From an optimization exercise on the open Yosys and OpenROAD flow, aimed at small area, a short achievable clock period and few clock cycles per item; shortcuts taken in it are not production practice. Only simulation tests tie the RTL to the original design; equivalence was not proved. No activity file was given, so power comes from the tool's default toggle rates.

==> flow/design.v (outline; a module is shown in full before it is edited, if it fits) <==
// module p521_fau: 1877 lines
// module p521_fa: 4 lines
module p521_fau (
    input  wire         clk,
    input  wire         rst,
    input  wire         start,
    input  wire [2:0]   op,
    input  wire [520:0] a,
    input  wire [520:0] b,
    output wire         ready,
    output reg          done,
    output reg  [520:0] y
);
  // ...
==> flow/run.sh <==
#!/bin/bash
# synth_recipe.tcl (not shown) runs the flow's synth.tcl, then flattens the netlist and writes it again
# the make line also repeats each setting of config.mk as NAME=value (left out here)
make -C /OpenROAD-flow-scripts/flow DESIGN_CONFIG=/design/flow/config.mk WORK_HOME=/design/flow/orfs CLKGATE_MAP_FILE= SYNTH_SCRIPT=/design/flow/synth_recipe.tcl finish
==> flow/config.mk <==
export PLATFORM = sky130hd
export DESIGN_NAME = p521_fau
export DESIGN_NICKNAME = p521_fau
export VERILOG_FILES = /design/flow/design.v
export SDC_FILE = /design/flow/constraint.sdc
export NUM_CORES = 8
export LEC_CHECK = 0
export CAP_MARGIN = 40
export CELL_PAD_IN_SITES_DETAIL_PLACEMENT = 1
export CELL_PAD_IN_SITES_GLOBAL_PLACEMENT = 2
export CORE_MARGIN = 2
export CORE_UTILIZATION = 40
export GPL_ROUTABILITY_DRIVEN = 1
export SLEW_MARGIN = 40
export SYNTH_HIERARCHICAL = 1
==> flow/constraint.sdc <==
create_clock -name core_clock -period 22.0 [get_ports {clk}]
set_input_delay 4.4000 -clock core_clock [delete_from_list [all_inputs] [get_ports {clk}]]
set_output_delay 4.4000 -clock core_clock [all_outputs]
set_load 0.01 [all_outputs]
==> impl_results.md, run 1 <==
* Gp weighted congestion at 1.10
* Vias per cell at 7.42
* ANT cells at ~1,700
* Detailed-route wire length per cell at 56.8 um
* Initial drt markers at between 90,000 and 100k
* EDFF count, synth at approximately 520
* Wirelength, routed at 4,270,000 um
* Dpl cells at around 73,000
* Largest net degree at the start of global routing at ~180
* Logic pwr share at 81.3%
* Commonest cells after routing, fill and taps aside: fa_1, a22oi_1, xor2_1
* Hold WS at approximately 430 ps
* Status: no timing/DRC/antenna violations
* CP Cell Sequence: buf_12, buf_4, and2_4, buf_4, buf_4, buf_4, buf_4, buf_4, a22oi_1, xor2_1, fa_1, fa_1, fa_1, fa_1, fa_1, fa_1, fa_1
* Clock buf count at 517
* M1 wire length at 1,430,000 um
* Simple-gate share of the synthesized area at 3.68%
* Min-delay src: bsh[61]
* Register area at 57,900 um2
* Reg-to-reg endpoint: S[213]
* Clock-pin slew on the worst setup and hold paths at 60 ps
* Busiest grt layer: met2
* H-tree depth at 5
* Dpl cell area at approximately 630,000 um2
* Switching pwr at 0.0635 W
* Critical Path Max Stage Delay at 840 ps
* Post-synth net total at 70,400
* Fillers at 158,000
* Worst path required time at 23,000 ps
* Post-synthesis cell area at 593,000 um2
* Pwr dens at between 150 and 200 nW/um2
* Seq pwr at 0.0129 W
* Most common cell after layout, fill and taps aside: fa_1
* Ys flop type: dfxtp_1
* Post-CTS Setup Inserts at 0
* Nets at 67,500
* Routed Antenna Nets at 0
* Seq area share at 8.90%
* Max-cap check violation count at 0
* Setup Slack @ Placement at about 13,000 ps
Testbench counts, summed over its fixed seeds: cycles 14,484, ops 2,400.
==> inputs of run 2 (changes only) <==
--- a/flow/design.v
+++ b/flow/design.v
@@ -8,71 +8,96 @@
     output wire         ready,
     output reg          done,
     output reg  [520:0] y
 );
     localparam [2:0] OP_SUB = 3'd1;
     localparam [2:0] OP_NEG = 3'd2;
     localparam [2:0] OP_MUL = 3'd3;
     localparam [2:0] OP_SQR = 3'd4;
+    reg         ready_r;     
     reg         mul_busy;    
     reg [3:0]   cnt;         
-    reg         add_v;       
-    reg         is_sub, is_neg;
     reg         m_done;      
-    wire        last = (cnt == 4'd10);
-    assign ready = ~mul_busy | last;
-    wire        acc_en = mul_busy & (cnt != 4'd0);    
-    wire        accept = start & ready;
+    reg         md_add;      
+    reg         md_sq0;      
+    reg         md_mul;      
+    reg         acc_en;      
+    reg         xb_pos, xb_neg;    
+    reg         neg0;        
+    wire        last   = (cnt == 4'd10);
+    wire        accept = start & ready_r;
     wire        is_mul = (op == OP_MUL) | (op == OP_SQR);
+    assign ready = ready_r;
+    reg         mul_busy_n;
+    reg [3:0]   cnt_n;
+    always @(*) begin
+        if (accept) begin
+            mul_busy_n = is_mul;
+            cnt_n      = 4'd0;
+        end else begin
+            mul_busy_n = mul_busy & ~last;
+            cnt_n      = cnt + 4'd1;
+        end
+    end
     always @(posedge clk) begin
         if (rst) begin
+            ready_r  <= 1'b1;
             mul_busy <= 1'b0;
-            add_v    <= 1'b0;
+            cnt      <= 4'd0;
             m_done   <= 1'b0;
             done     <= 1'b0;
-            cnt      <= 4'd0;
+            md_add   <= 1'b0;
+            md_sq0   <= 1'b0;
+            md_mul   <= 1'b0;
+            acc_en   <= 1'b0;
+            xb_pos   <= 1'b0;
+            xb_neg   <= 1'b0;
+            neg0     <= 1'b0;
         end else begin
-            m_done <= add_v | (mul_busy & last);
-            done   <= m_done;
-            add_v  <= accept & ~is_mul;
-            if (accept) begin
-                mul_busy <= is_mul;
-                cnt      <= 4'd0;
-            end else if (mul_busy) begin
-                cnt <= cnt + 4'd1;
-                if (last) mul_busy <= 1'b0;
-            end
+            ready_r  <= ~mul_busy_n | (cnt_n == 4'd10);
+            mul_busy <= mul_busy_n;
+            cnt      <= cnt_n;
+            m_done   <= md_add | (mul_busy & last);
+            done     <= m_done;
+            md_add   <= accept & ~is_mul;
+            md_sq0   <= accept & (op == OP_SQR);
+            md_mul   <= mul_busy_n & ~(accept & (op == OP_SQR));
+            acc_en   <= mul_busy_n & ~accept;
+            xb_pos   <= accept & ~is_mul & (op != OP_SUB) & (op != OP_NEG);
+            xb_neg   <= accept & (op == OP_SUB);
+            neg0     <= accept & (op == OP_NEG);
         end
     end
-    reg [520:0] a_r;
-    reg [527:0] bsh;         
+    reg  [520:0] a_r;
+    reg  [527:0] bsh;         
+    wire [527:0] ash = {7'd0, a_r};
     always @(posedge clk) begin
-        if (accept) begin
-            a_r    <= a;
-            bsh    <= {7'd0, (op == OP_SQR) ? a : b};
-            is_sub <= (op == OP_SUB);
-            is_neg <= (op == OP_NEG);
+        if (ready_r) begin
+            a_r <= a;
+            bsh <= {7'd0, b};
+        end else if (md_sq0) begin
+            bsh <= {ash[479:0], 48'd0};
         end else begin
-            bsh    <= {bsh[479:0], 48'd0};
+            bsh <= {bsh[479:0], 48'd0};
         end
     end
-    wire [48:0] win = bsh[527:479];
+    wire [48:0] wa = ash[527:479];
+    wire [48:0] wb = bsh[527:479];
     reg  [23:0] sx1, sx2, sng;
     integer t;
     always @(*) begin
         for (t = 0; t < 24; t = t + 1) begin
-            sx1[t] = mul_busy & (win[2*t+1] ^ win[2*t]);
-            sx2[t] = mul_busy & ((win[2*t+2] & ~win[2*t+1] & ~win[2*t]) | (~win[2*t+2] & win[2*t+1] & win[2*t]));
-            sng[t] = mul_busy & win[2*t+2];
-        end
-        if (add_v) begin
-            sx1[0] = 1'b1;
-            sng[0] = is_neg;
+            sx1[t] = (md_mul & (wb[2*t+1] ^ wb[2*t])) | (md_sq0 & (wa[2*t+1] ^ wa[2*t]));
+            sx2[t] = (md_mul & ((wb[2*t+2] & ~wb[2*t+1] & ~wb[2*t]) | (~wb[2*t+2] & wb[2*t+1] & wb[2*t])))
+                   | (md_sq0 & ((wa[2*t+2] & ~wa[2*t+1] & ~wa[2*t]) | (~wa[2*t+2] & wa[2*t+1] & wa[2*t])));
+            sng[t] = (md_mul & wb[2*t+2]) | (md_sq0 & wa[2*t+2]);
         end
+        sx1[0] = sx1[0] | md_add;
+        sng[0] = sng[0] | neg0;
     end
     wire [520:0] pp0 = ({521{sx1[0]}} & a_r | {521{sx2[0]}} & {a_r[519:0], a_r[520:520]}) ^ {521{sng[0]}};
     wire [520:0] pp1 = ({521{sx1[1]}} & {a_r[518:0], a_r[520:519]} | {521{sx2[1]}} & {a_r[517:0], a_r[520:518]}) ^ {521{sng[1]}};
     wire [520:0] pp2 = ({521{sx1[2]}} & {a_r[516:0], a_r[520:517]} | {521{sx2[2]}} & {a_r[515:0], a_r[520:516]}) ^ {521{sng[2]}};
     wire [520:0] pp3 = ({521{sx1[3]}} & {a_r[514:0], a_r[520:515]} | {521{sx2[3]}} & {a_r[513:0], a_r[520:514]}) ^ {521{sng[3]}};
     wire [520:0] pp4 = ({521{sx1[4]}} & {a_r[512:0], a_r[520:513]} | {521{sx2[4]}} & {a_r[511:0], a_r[520:512]}) ^ {521{sng[4]}};
     wire [520:0] pp5 = ({521{sx1[5]}} & {a_r[510:0], a_r[520:511]} | {521{sx2[5]}} & {a_r[509:0], a_r[520:510]}) ^ {521{sng[5]}};
     wire [520:0] pp6 = ({521{sx1[6]}} & {a_r[508:0], a_r[520:509]} | {521{sx2[6]}} & {a_r[507:0], a_r[520:508]}) ^ {521{sng[6]}};
@@ -90,17 +115,17 @@
     wire [520:0] pp18 = ({521{sx1[18]}} & {a_r[484:0], a_r[520:485]} | {521{sx2[18]}} & {a_r[483:0], a_r[520:484]}) ^ {521{sng[18]}};
     wire [520:0] pp19 = ({521{sx1[19]}} & {a_r[482:0], a_r[520:483]} | {521{sx2[19]}} & {a_r[481:0], a_r[520:482]}) ^ {521{sng[19]}};
     wire [520:0] pp20 = ({521{sx1[20]}} & {a_r[480:0], a_r[520:481]} | {521{sx2[20]}} & {a_r[479:0], a_r[520:480]}) ^ {521{sng[20]}};
     wire [520:0] pp21 = ({521{sx1[21]}} & {a_r[478:0], a_r[520:479]} | {521{sx2[21]}} & {a_r[477:0], a_r[520:478]}) ^ {521{sng[21]}};
     wire [520:0] pp22 = ({521{sx1[22]}} & {a_r[476:0], a_r[520:477]} | {521{sx2[22]}} & {a_r[475:0], a_r[520:476]}) ^ {521{sng[22]}};
     wire [520:0] pp23 = ({521{sx1[23]}} & {a_r[474:0], a_r[520:475]} | {521{sx2[23]}} & {a_r[473:0], a_r[520:474]}) ^ {521{sng[23]}};
     reg  [520:0] S, C;
     wire [520:0] xs = {521{acc_en}} & {S[472:0], S[520:473]};
-    wire [520:0] xc = acc_en ? {C[472:0], C[520:473]} : ({521{add_v & ~is_neg}} & (bsh[520:0] ^ {521{is_sub}}));
+    wire [520:0] xc = ({521{acc_en}} & {C[472:0], C[520:473]}) | ({521{xb_pos}} & bsh[520:0]) | ({521{xb_neg}} & ~bsh[520:0]);
     genvar i;
     wire [520:0] s0, c0_m;
     generate for (i = 0; i < 521; i = i + 1) begin : gs0
         p521_fa u (.a(xs[i]), .b(xc[i]), .c(pp0[i]), .s(s0[i]), .co(c0_m[i]));
     end endgenerate
     wire [520:0] c0 = {c0_m[519:0], c0_m[520:520]};
     wire [520:0] s1, c1_m;
     generate for (i = 0; i < 521; i = i + 1) begin : gs1
@@ -134,92 +159,92 @@
     wire [520:0] c6 = {c6_m[519:0], c6_m[520:520]};
     wire [520:0] s7, c7_m;
     generate for (i = 0; i < 521; i = i + 1) begin : gs7
         p521_fa u (.a(pp19[i]), .b(pp20[i]), .c(pp21[i]), .s(s7[i]), .co(c7_m[i]));
     end endgenerate
     wire [520:0] c7 = {c7_m[519:0], c7_m[520:520]};
     wire [520:0] s8, c8_m;
     generate for (i = 0; i < 521; i = i + 1) begin : gs8
-        p521_fa u (.a(pp22[i]), .b(pp23[i]), .c(s0[i]), .s(s8[i]), .co(c8_m[i]));
+        p521_fa u (.a(pp22[i]), .b(pp23[i]), .c(c0[i]), .s(s8[i]), .co(c8_m[i]));
     end endgenerate
     wire [520:0] c8 = {c8_m[519:0], c8_m[520:520]};
     wire [520:0] s9, c9_m;
     generate for (i = 0; i < 521; i = i + 1) begin : gs9
-        p521_fa u (.a(c0[i]), .b(s1[i]), .c(c1[i]), .s(s9[i]), .co(c9_m[i]));
+        p521_fa u (.a(c1[i]), .b(c2[i]), .c(c3[i]), .s(s9[i]), .co(c9_m[i]));
     end endgenerate
     wire [520:0] c9 = {c9_m[519:0], c9_m[520:520]};
     wire [520:0] s10, c10_m;
     generate for (i = 0; i < 521; i = i + 1) begin : gs10
-        p521_fa u (.a(s2[i]), .b(c2[i]), .c(s3[i]), .s(s10[i]), .co(c10_m[i]));
+        p521_fa u (.a(c4[i]), .b(c5[i]), .c(c6[i]), .s(s10[i]), .co(c10_m[i]));
     end endgenerate
     wire [520:0] c10 = {c10_m[519:0], c10_m[520:520]};
     wire [520:0] s11, c11_m;
     generate for (i = 0; i < 521; i = i + 1) begin : gs11
-        p521_fa u (.a(c3[i]), .b(s4[i]), .c(c4[i]), .s(s11[i]), .co(c11_m[i]));
+        p521_fa u (.a(c7[i]), .b(s0[i]), .c(s1[i]), .s(s11[i]), .co(c11_m[i]));
     end endgenerate
     wire [520:0] c11 = {c11_m[519:0], c11_m[520:520]};
     wire [520:0] s12, c12_m;
     generate for (i = 0; i < 521; i = i + 1) begin : gs12
-        p521_fa u (.a(s5[i]), .b(c5[i]), .c(s6[i]), .s(s12[i]), .co(c12_m[i]));
+        p521_fa u (.a(s2[i]), .b(s3[i]), .c(s4[i]), .s(s12[i]), .co(c12_m[i]));
     end endgenerate
     wire [520:0] c12 = {c12_m[519:0], c12_m[520:520]};
     wire [520:0] s13, c13_m;
     generate for (i = 0; i < 521; i = i + 1) begin : gs13
-        p521_fa u (.a(c6[i]), .b(s7[i]), .c(c7[i]), .s(s13[i]), .co(c13_m[i]));
+        p521_fa u (.a(s5[i]), .b(s6[i]), .c(s7[i]), .s(s13[i]), .co(c13_m[i]));
     end endgenerate
     wire [520:0] c13 = {c13_m[519:0], c13_m[520:520]};
     wire [520:0] s14, c14_m;
     generate for (i = 0; i < 521; i = i + 1) begin : gs14
-        p521_fa u (.a(s8[i]), .b(c8[i]), .c(s9[i]), .s(s14[i]), .co(c14_m[i]));
+        p521_fa u (.a(c8[i]), .b(c9[i]), .c(c10[i]), .s(s14[i]), .co(c14_m[i]));
     end endgenerate
     wire [520:0] c14 = {c14_m[519:0], c14_m[520:520]};
     wire [520:0] s15, c15_m;
     generate for (i = 0; i < 521; i = i + 1) begin : gs15
-        p521_fa u (.a(c9[i]), .b(s10[i]), .c(c10[i]), .s(s15[i]), .co(c15_m[i]));
+        p521_fa u (.a(s8[i]), .b(s9[i]), .c(s10[i]), .s(s15[i]), .co(c15_m[i]));
     end endgenerate
     wire [520:0] c15 = {c15_m[519:0], c15_m[520:520]};
     wire [520:0] s16, c16_m;
     generate for (i = 0; i < 521; i = i + 1) begin : gs16
-        p521_fa u (.a(s11[i]), .b(c11[i]), .c(s12[i]), .s(s16[i]), .co(c16_m[i]));
+        p521_fa u (.a(c11[i]), .b(c12[i]), .c(c13[i]), .s(s16[i]), .co(c16_m[i]));
     end endgenerate
     wire [520:0] c16 = {c16_m[519:0], c16_m[520:520]};
     wire [520:0] s17, c17_m;
     generate for (i = 0; i < 521; i = i + 1) begin : gs17
-        p521_fa u (.a(c12[i]), .b(s13[i]), .c(c13[i]), .s(s17[i]), .co(c17_m[i]));
+        p521_fa u (.a(s11[i]), .b(s12[i]), .c(s13[i]), .s(s17[i]), .co(c17_m[i]));
     end endgenerate
     wire [520:0] c17 = {c17_m[519:0], c17_m[520:520]};
     wire [520:0] s18, c18_m;
     generate for (i = 0; i < 521; i = i + 1) begin : gs18
-        p521_fa u (.a(s14[i]), .b(c14[i]), .c(s15[i]), .s(s18[i]), .co(c18_m[i]));
+        p521_fa u (.a(c14[i]), .b(s14[i]), .c(c15[i]), .s(s18[i]), .co(c18_m[i]));
     end endgenerate
     wire [520:0] c18 = {c18_m[519:0], c18_m[520:520]};
     wire [520:0] s19, c19_m;
     generate for (i = 0; i < 521; i = i + 1) begin : gs19
-        p521_fa u (.a(c15[i]), .b(s16[i]), .c(c16[i]), .s(s19[i]), .co(c19_m[i]));
+        p521_fa u (.a(c16[i]), .b(s15[i]), .c(s16[i]), .s(s19[i]), .co(c19_m[i]));
     end endgenerate
     wire [520:0] c19 = {c19_m[519:0], c19_m[520:520]};
     wire [520:0] s20, c20_m;
     generate for (i = 0; i < 521; i = i + 1) begin : gs20
-        p521_fa u (.a(s17[i]), .b(c17[i]), .c(s18[i]), .s(s20[i]), .co(c20_m[i]));
+        p521_fa u (.a(c17[i]), .b(s17[i]), .c(c18[i]), .s(s20[i]), .co(c20_m[i]));
     end endgenerate
     wire [520:0] c20 = {c20_m[519:0], c20_m[520:520]};
     wire [520:0] s21, c21_m;
     generate for (i = 0; i < 521; i = i + 1) begin : gs21
-        p521_fa u (.a(c18[i]), .b(s19[i]), .c(c19[i]), .s(s21[i]), .co(c21_m[i]));
+        p521_fa u (.a(s18[i]), .b(c19[i]), .c(s19[i]), .s(s21[i]), .co(c21_m[i]));
     end endgenerate
     wire [520:0] c21 = {c21_m[519:0], c21_m[520:520]};
     wire [520:0] s22, c22_m;
     generate for (i = 0; i < 521; i = i + 1) begin : gs22
-        p521_fa u (.a(s20[i]), .b(c20[i]), .c(s21[i]), .s(s22[i]), .co(c22_m[i]));
+        p521_fa u (.a(c20[i]), .b(s20[i]), .c(c21[i]), .s(s22[i]), .co(c22_m[i]));
     end endgenerate
     wire [520:0] c22 = {c22_m[519:0], c22_m[520:520]};
     wire [520:0] s23, c23_m;
     generate for (i = 0; i < 521; i = i + 1) begin : gs23
-        p521_fa u (.a(c21[i]), .b(s22[i]), .c(c22[i]), .s(s23[i]), .co(c23_m[i]));
+        p521_fa u (.a(s21[i]), .b(c22[i]), .c(s22[i]), .s(s23[i]), .co(c23_m[i]));
     end endgenerate
     wire [520:0] c23 = {c23_m[519:0], c23_m[520:520]};
     always @(posedge clk) begin
         S <= s23;
         C <= c23;
     end
     wire [520:0] g0 = S & C;
     wire [520:0] p0 = S ^ C;
==> flow/flow/run.sh (new file) <==
#!/bin/bash
# Standard synthesis, then the standard layout with timing repair aiming
# at a tighter setup slack margin (the SDC is unchanged).
set -euo pipefail
bash standard.sh synth > synth.log 2>&1
bash standard.sh SETUP_SLACK_MARGIN=16 finish > layout.log 2>&1
==> flow/standard.sh (new file) <==
#!/bin/bash
# synth_recipe.tcl (not shown) runs the flow's synth.tcl, then flattens the netlist and writes it again
# the make line also repeats each setting of config.mk as NAME=value (left out here)
make -C /OpenROAD-flow-scripts/flow DESIGN_CONFIG=/design/flow/config.mk WORK_HOME=/design/flow/orfs CLKGATE_MAP_FILE= SYNTH_SCRIPT=/design/flow/synth_recipe.tcl "${@:-finish}"
==> flow/config.mk (replaced) <==
export PLATFORM = sky130hd
export DESIGN_NAME = p521_fau
export DESIGN_NICKNAME = p521_fau
export VERILOG_FILES = /design/flow/design.v
export SDC_FILE = /design/flow/constraint.sdc
export NUM_CORES = 8
export LEC_CHECK = 0
export CAP_MARGIN = 40
export CELL_PAD_IN_SITES_DETAIL_PLACEMENT = 1
export CELL_PAD_IN_SITES_GLOBAL_PLACEMENT = 2
export CORE_MARGIN = 2
export CORE_UTILIZATION = 50
export GPL_ROUTABILITY_DRIVEN = 1
export SLEW_MARGIN = 40
export SYNTH_HIERARCHICAL = 1
removed: flow/run.sh
==> run 2 against run 1 <==
The flow now stops in 5_1_grt. Area after synthesis shrank 0.13%. Synthesized cell count shrank 1.7%.
==> impl_results.md, run 2 <==
* Status: stopped before the end (was no timing/DRC/antenna violations)
* Stopping stage: 5_1_grt
* Err: [ERROR GRT-0116] Global routing finished with congestion. Check the congestion regions in the DRC Viewer.
* Number of CTS-inserted buffers at 385 (was 380)
* Count of clock tree sinks at 2,627 (was 2,622)
* Post-synth net total at 69,400 (was 70,400)
* Gp weighted congestion at 1.15 (was 1.10)
* Post-synth top cells: xor2_1, fa_1, a22oi_1, clkbuf_1, dfxtp_1 (was fa_1, a22oi_1, xor2_1, clkbuf_1, dfxtp_1)
* Top-count cell post-synth: xor2_1 (was fa_1)
* Hpwl dp at 3,000,000 um (was 3,180,000 um)
* Seq/Total Area, Yosys at 9.76% (was 9.73%)
* Root buf cell: clkbuf_16 (unchanged)
* Largest net degree at the start of global routing at 136
* Yosys top cell by area: fa_1 (unchanged)
* Seq cells post-synth at 2,627 (was 2,622)
* CTS Buffer Depth at 5 (unchanged)
* EDFF count, synth at 521 (was 523)
* Unique masters post-synth at 115 (was 105)
* Ys flop type: dfxtp_1 (unchanged)
* Mean Syn Cell Area at 10.7 um2 (was 10.5 um2)
* Post-synthesis cell area at 593,000 um2 (about the same)
* Port buffer count at 1,570 (unchanged)
* Synth warn at 7 (unchanged)
* IO Pins at 1,571 (unchanged)
* Die Wd at 1090 um (was 1220 um)
* Synth async-reset ratio at 0% (unchanged)
* Post-synth top area share at 42.5% (was 42.4%)
* Synth area leaders: fa_1, xor2_1, a22oi_1 (unchanged)
* H-tree depth at 5 (unchanged)
* Starting density of the core at 50.2% (was 40.1%)
* Hold buffers post-CTS at 0 (unchanged)
* Cell count after synthesis at 55,300 (was 56,300)
* Row Count at 399 (was 447)
* Die height at 1090 um (was 1220 um)
[run 2: changes by cell type after synthesis, moves of 453 or more]
cell,previous run,this run
a221o_1,7,530
a31oi_1,505,52
mux2i_1,4,493
nand2_1,1840,850
nor2b_1,45,552
o21ai_0,222,723
o31ai_1,536,35
xnor2_1,1204,141
xor2_1,12179,12742
[run 2: power by group through the flow]
stage	Combinational (W)	Sequential (W)	Clock (W)
CTS	0.124	0.0145	0.00705
detailed placement	0.111	0.0143	0
global placement	0.107	0.0144	0
floorplan	0.0564	0.0101	0
[run 2: worst min-delay path by stage]
| stage | endpoint | cells past startpoint |
|---|---|---|
| after global placement | done | 1 |
| after floorplan | done | 1 |
| after CTS | done | 1 |
| after detailed placement | done | 1 |
[run 2: kinds of logic after synthesis]
kind of cell             Yosys count  synth area share [%]
AO/OA/AOI/OAI                  14800                  18.7
adder cells (fa/ha/maj)        13100                  43.6
XOR/XNOR                       12900                  19.0
buffers and inverters           7598                  4.82
AND/OR/NAND/NOR                 3780                  3.33
flip-flops                      2627                  9.76
multiplexers                     494                 0.835
[run 2: modules after synthesis, one instance, submodules excluded]
module / cells / area [um2] / flops+latches
p521_fau: 42800 / 342000 / 2627
p521_fa: 1 / 20.0 / 0
[run 2: stage by stage]
stage	cells	instance area, um2	utilization [%]	hold slack (ps)	worst slack [ps]
2_1_floorplan	55300	593000	-	414	13830
3_3_place_gp	67400	620000	52.5	419	12220
3_5_place_dp	67500	624000	52.8	455	12330
4_1_cts	71500	738000	62.5	463	15370
[run 2: timing repair]
item,4_1_cts
pin swaps,4174
endpoints found under the setup margin,2092
buffers inserted,2045
cloned,1280
resized for setup,14300
endpoints found under the hold margin,0
Testbench counts of run 2, summed over its fixed seeds: cycles 14,484, ops 2,400.
==> inputs of run 3 (changes only) <==
==> flow/flow/run.sh (replaced) <==
#!/bin/bash
# Standard synthesis, then the standard layout with:
#  - timing repair aiming at a larger setup slack margin (the SDC is unchanged),
#  - port buffers of type buf_4.
set -euo pipefail
bash standard.sh synth > synth.log 2>&1
bash standard.sh SETUP_SLACK_MARGIN=15.7 "BUFFER_PORTS_ARGS=-buffer_cell sky130_fd_sc_hd__buf_4" finish > layout.log 2>&1
--- a/flow/config.mk
+++ b/flow/config.mk
@@ -10,5 +10,5 @@
 export CELL_PAD_IN_SITES_GLOBAL_PLACEMENT = 2
 export CORE_MARGIN = 2
-export CORE_UTILIZATION = 50
+export CORE_UTILIZATION = 40
 export GPL_ROUTABILITY_DRIVEN = 1
 export SLEW_MARGIN = 40
==> run 3 against run 2 <==
Synthesized cell count did not move. Area after synthesis is the same. The run again fails in 5_1_grt.
==> impl_results.md, run 3 <==
* Top-count cell post-synth: xor2_1 (unchanged)
* Die height at 1220 um (was 1090 um)
* Setup Slack @ Placement at 12,470 ps (was 12,330 ps)
* Synth area leaders: fa_1, xor2_1, a22oi_1 (unchanged)
* Number of CTS-inserted buffers at 400 (was 385)
* Synth warn at 7 (unchanged)
* Status: stopped before the end (unchanged)
* Post-synth top area share at 42.5% (unchanged)
* Synth async-reset ratio at 0% (unchanged)
* Row Count at 447 (was 399)
* Seq cells post-synth at 2,627 (unchanged)
* Post-synth top cells: xor2_1, fa_1, a22oi_1, clkbuf_1, dfxtp_1 (unchanged)
* Root buf cell: clkbuf_16 (unchanged)
* Ys flop type: dfxtp_1 (unchanged)
* EDFF count, synth at 521 (unchanged)
* Post-synth net total at 69,400 (unchanged)
* Post-synthesis cell area at 593,000 um2 (unchanged)
* Unique masters post-synth at 115 (unchanged)
* Port buffer count at 1,570 (unchanged)
* Mean Syn Cell Area at 10.7 um2 (unchanged)
* Hpwl dp at 3,310,000 um (was 3,000,000 um)
* Gp weighted congestion at 1.10 (was 1.15)
* Err: [ERROR GRT-0232] Routing congestion too high. Check the congestion heatmap in the GUI. (was [ERROR GRT-0116] Global routing finished with congestion. Check the congestion regions in the DRC Viewer.)
* H-tree depth at 5 (unchanged)
* CTS Buffer Depth at 5 (unchanged)
* Seq/Total Area, Yosys at 9.76% (unchanged)
* Largest net degree at the start of global routing at 140
* Count of clock tree sinks at 2,627 (unchanged)
* Die Wd at 1220 um (was 1090 um)
* Yosys top cell by area: fa_1 (unchanged)
* Cell count after synthesis at 55,300 (unchanged)
* IO Pins at 1,571 (unchanged)
* Starting density of the core at 40.1% (was 50.2%)
* Hold buffers post-CTS at 0 (unchanged)
* Stopping stage: 5_1_grt (unchanged)
-- run 3: worst max path at each step --
stage,cells past startpoint,slack [ps],end,start
CTS,3,15240,ready,ready_r
global placement,16,12340,S[161],md_mul
floorplan,0,13830,ready,ready_r
detailed placement,17,12470,S[146],md_sq0
-- run 3: metrics by stage --
| stage | power [W] | instance area, um2 | hold WS [ps] | std cells | utilization [%] |
|---|---|---|---|---|---|
| 4_1_cts | 0.148 | 707000 | 446 | 74900 | 47.8 |
| 3_5_place_dp | 0.132 | 628000 | 434 | 72000 | 42.5 |
| 3_3_place_gp | 0.130 | 625000 | 438 | 71900 | 42.2 |
| 2_1_floorplan | 0.0664 | 593000 | 414 | 55300 | - |
-- run 3: power groups by stage --
stage               clock [W]  combinational [W]  sequential [W]
floorplan                   0             0.0564          0.0101
detailed placement          0              0.118          0.0141
global placement            0              0.116          0.0142
CTS                   0.00744              0.126          0.0142
-- run 3: kinds of logic after synthesis --
family	count (synthesis)	synth area share, %
XOR/XNOR	12900	19.0
buffers and inverters	7598	4.82
adder cells (fa/ha/maj)	13100	43.6
flip-flops	2627	9.76
AND/OR/NAND/NOR	3780	3.33
AO/OA/AOI/OAI	14800	18.7
multiplexers	494	0.835
-- run 3: repair_timing --
action                                   CTS
setup buffers                           1360
endpoints found under the setup margin  1617
gates cloned                             824
pin swaps                               1325
resized for setup                       6555
-- run 3: Yosys stat by module (local to each module, per instance) --
module,flops+latches,times used
p521_fau,2627,1
p521_fa,0,12500

==> afterwards: timing with drivers on the ports <==
No port has a modelled driver above. Below, the same layout with a new extraction and two added sets of constraints.
Step 1 assumes that a clkbuf_16 drives the clock port and a buf_2 every other input.
Step 2, shift: input delay + t, output delay - t, t = (earliest + latest rising clock arrival at the registers) / 2. This alone moves slack from input paths to output paths.
a / b / c = no drivers / after step 1 / after step 2; a / b = the first two.
run: run 1
t (ns): 1.410
slack for setup (ns): 12.069 / 12.069 / 12.069
worst setup path after step 2: register to register
clock arrival spread, ns: 0.175 / 0.175
worst data-port slew with drivers (ns): 0.20
After both steps setup and hold are still met in run 1. For run 1, drivers alone change the setup slack by 0.000 ns; drivers and shift together by 0.000 ns.
